What follows belongs to an exercise in optimizing a design on an open flow for small area, a short achievable clock period and few clock cycles; a production flow would make more cautious choices. Only simulation tests tie the RTL to the original design; equivalence was not proved. Power is estimated from default activity; no workload was simulated.

Setup of red:
// l2w_crypt
module l2w_crypt (
    input  wire        clk,
    input  wire        rst,       
    input  wire        req,       
    input  wire        we,        
    input  wire        wide,      
    input  wire [12:0] addr,      
    input  wire [31:0] wdata,
    output reg  [31:0] rdata,
    output reg         err,
    output wire        irq
);
For scale: ~16000 cells after synthesis, about 3400 flip-flops, about 84 I/O pins, roughly 170000 um2 of cells after synthesis.
make LEC_CHECK=0 ABC_CLOCK_PERIOD_IN_PS=4000 CAP_MARGIN=20 CORE_MARGIN=2 CORE_UTILIZATION=50 CTS_BUF_LIST=sky130_fd_sc_hd__clkbuf_8 CTS_CLUSTER_DIAMETER=60 CTS_CLUSTER_SIZE=16 PLACE_DENSITY=0.65 SETUP_SLACK_MARGIN=5 SLEW_MARGIN=20 finish   # period 10.0 ns
run.sh (not shown) runs the stock make flow with config.mk's settings and CLKGATE_MAP_FILE= SYNTH_SCRIPT=/design/flow/synth_recipe.tcl, a recipe that flattens the netlist after the stock synthesis.
Testbench counts of red, summed over its fixed seeds: cycles 31,200.
> inputs changed (red -> blue)
diff --git a/flow/design.v b/flow/design.v
--- a/flow/design.v
+++ b/flow/design.v
@@ -33,16 +33,17 @@
     reg  [4:0]  state;
     reg  [7:0]  e_wa;             
     reg  [7:0]  jt;               
     reg  [5:0]  lq [0:3];         
     reg  [1:0]  lr;               
     reg  [6:0]  cnt;              
     reg  [6:0]  xs;               
     reg  [5:0]  xc;               
+    reg         tap;              
     reg  [1:0]  mph;              
     reg  [31:0] acc, ra_w, rb_w, rt_w;
     reg         ofirst;           
     reg         ckc_valid;        
     reg         ckc_ok;           
     reg  [15:0] kmask;            
     reg         xcp;              
     reg  [31:0] kx;               
@@ -185,17 +186,17 @@
         e_we = 1'b0;
         e_wd = 32'b0;
         case (state)
             S_CKE:   begin e_we = (op == 4'd7); e_wd = acc; end
             S_OEL:   begin e_we = !ofirst; e_wd = oe_w; end
             S_OEW:   begin e_we = 1'b1; e_wd = oe_w; end
             S_OTL:   begin e_we = 1'b1; e_wd = acc; end
             S_ODL:   begin e_we = 1'b1; e_wd = od_w; end
-            S_XSH:   begin e_we = (xs >= NW); e_wd = chain_out; end
+            S_XSH:   begin e_we = tap ? (xs >= NW / 2) : (xs >= NW); e_wd = chain_out; end
             S_ME:    begin e_we = (cnt != 7'd0); e_wd = m_hi_p; end
             S_MO:    begin e_we = (cnt != 7'd0); e_wd = m_lo_p; end
             default: ;
         endcase
     end
     wire       h_ram_we = req && we && is_ram && !(wide && addr[1:0] != 2'b00) && !busy;
     wire       e_wen    = busy && e_we;
     wire [1:0] e_wr     = e_wa[1:0];
@@ -225,32 +226,34 @@
                           (e_hw[gl][gw / 8] && e_lo[gl][gw % 8]);
                 always @(posedge clk)
                     if (en) ram[32*gw + 8*gl +: 8] <= wl_d[gl];
             end
         end
     endgenerate
     reg  [31:0] cx [0:NCORE-1];
     reg  [31:0] cy [0:NCORE-1];
-    assign chain_out = cx[0];
+    assign chain_out = tap ? cx[NCORE / 2] : cx[0];
     genvar gk;
     generate
         for (gk = 0; gk < NCORE; gk = gk + 1) begin : g_core
             wire [31:0] yy   = cy[gk];
             wire [31:0] mix  = ((yy << 4) ^ (yy >> 5)) + yy;
-            wire [31:0] ynew = cx[gk] + (mix ^ kx) + {31'b0, dec};
+            wire [31:0] opa;
             wire [31:0] nxt;
             if (gk == NCORE - 1) begin : g_tail
                 assign nxt = rw;
             end else begin : g_mid
                 assign nxt = cx[gk + 1];
             end
+            assign opa = xcp ? cx[gk] : nxt;
+            wire [31:0] ynew = opa + ((mix ^ kx) & {32{xcp}}) + {31'b0, dec & xcp};
             always @(posedge clk) begin
                 cx[gk] <= cy[gk];
-                cy[gk] <= xcp ? ynew : nxt;
+                cy[gk] <= ynew;
             end
         end
     endgenerate
     wire [6:0]  xs_end = xs + {1'b0, xc};
     wire        ks_run = ((state == S_XSH) && (xc <= 6'd2) && (xs_end <= nwrd)) ||
                          (state == S_XCP);
     wire [1:0]  f_idx  = (dec ^ ks_par) ? ks_sum[12:11] : ks_sum[1:0];
     wire [31:0] f_k    = ks_r + kw_r;
@@ -371,16 +374,17 @@
                           if (s) valid[1] <= 1'b0; else valid[0] <= 1'b0;
                           finish(R_OK, 1'b0);
                       end
                 4'd4, 4'd5:
                       if (nblk == 6'd0) finish(R_OK, 1'b0);
                       else begin
                           xs <= 7'd0;
                           xc <= xc0;
+                          tap <= (nblk <= NCORE / 2);
                           acc <= 32'b0;
                           e_wa <= dec ? a_off4 : off8;
                           state <= S_XSH;
                       end
                 4'd6, 4'd7: begin
                           acc <= 32'b0; cnt <= sz[8:2] - 7'd1; e_wa <= a_tail;
                           state <= S_CKF;
                       end
@@ -444,17 +448,17 @@
                 ra_w <= rw; e_wa <= e_wa - 8'd4;
                 cnt <= cnt - 7'd1;
                 if (cnt == 7'd1) finish(R_OK, 1'b0);
                 else o_sub <= 1'b1;
             end
             S_XSH: begin
                 xs <= xs + 7'd1;
                 xc <= xc - 6'd1;
-                if (xs >= NW) begin
+                if (tap ? (xs >= NW / 2) : (xs >= NW)) begin
                     if (dec) e_wa <= xs[0] ? e_wa + 8'd12 : e_wa - 8'd4;
                     else     e_wa <= e_wa + 8'd4;
                     acc <= acc ^ chain_out;
                 end
                 if (xc == 6'd1) begin
                     if (xs + 7'd1 <= nwrd) begin cnt <= 7'd0; xcp <= 1'b1; state <= S_XCP; end
                     else begin
                         finish(R_OK, 1'b0);
@@ -462,17 +466,17 @@
                             ckc_valid <= 1'b1;
                             ckc_ok    <= ((acc ^ chain_out) == 32'b0);
                         end
                     end
                 end
             end
             S_XCP: begin
                 cnt <= cnt + 7'd1;
-                if (cnt == 7'd63) begin xc <= NW; state <= S_XSH; end
+                if (cnt == 7'd63) begin xc <= tap ? NW / 2 : NW; state <= S_XSH; end
                 else xcp <= 1'b1;
             end
             S_MPRE: begin
                 mph <= mph + 2'd1;
                 case (mph)
                     2'd0: begin rt_w <= rw; jt <= a_52; end
                     2'd1: begin acc <= rt_w ^ rw; jt <= off8; end
                     default: begin
==> notes.md <==
- Setup slack: blue less than red
- Diff red -> blue: starting density of the core closely matched the old numbers, clock group share of total power increased by 5.7 points relative to the old numbers, weighted congestion reported at the end of routability-driven placement decreased by 0.029 relative to the old numbers.
- Between red and blue, wire length of the first global-routing pass increased.
Testbench counts of blue, summed over its fixed seeds: cycles 30,896.

re-timing with driven ports:
Ports are ideal in the flow. The routed layouts listed here were re-timed in OpenROAD. Step 1 (the two cells are an assumption about what drives the block):
set clk [get_ports {clk}]
set_driving_cell -lib_cell sky130_fd_sc_hd__clkbuf_16 $clk
set_driving_cell -lib_cell sky130_fd_sc_hd__buf_2 [delete_from_list [all_inputs] $clk]
Step 2 adds t to the input delays and takes it off the output delays; t is the mean of the earliest and latest rising clock arrival at the registers after step 1. Input paths then give back, and output paths get back, about the clock's delay inside the block. Three values: ideal, step 1, step 2; two values: the first two.
run	t (ns)	setup WS [ns]	hold slack, ns	worst setup path at the end	pins driven straight from the clock port
red	1.220	4.922 / 4.867 / 3.834	0.342 / 0.342 / 0.342	input to register	1
blue	1.282	4.756 / 4.837 / 3.555	0.375 / 0.375 / 0.375	input to register	1
After both steps every run listed still meets setup and hold. For blue, which loses most, drivers alone change the setup slack by +0.081 ns; drivers and shift together by -1.201 ns.
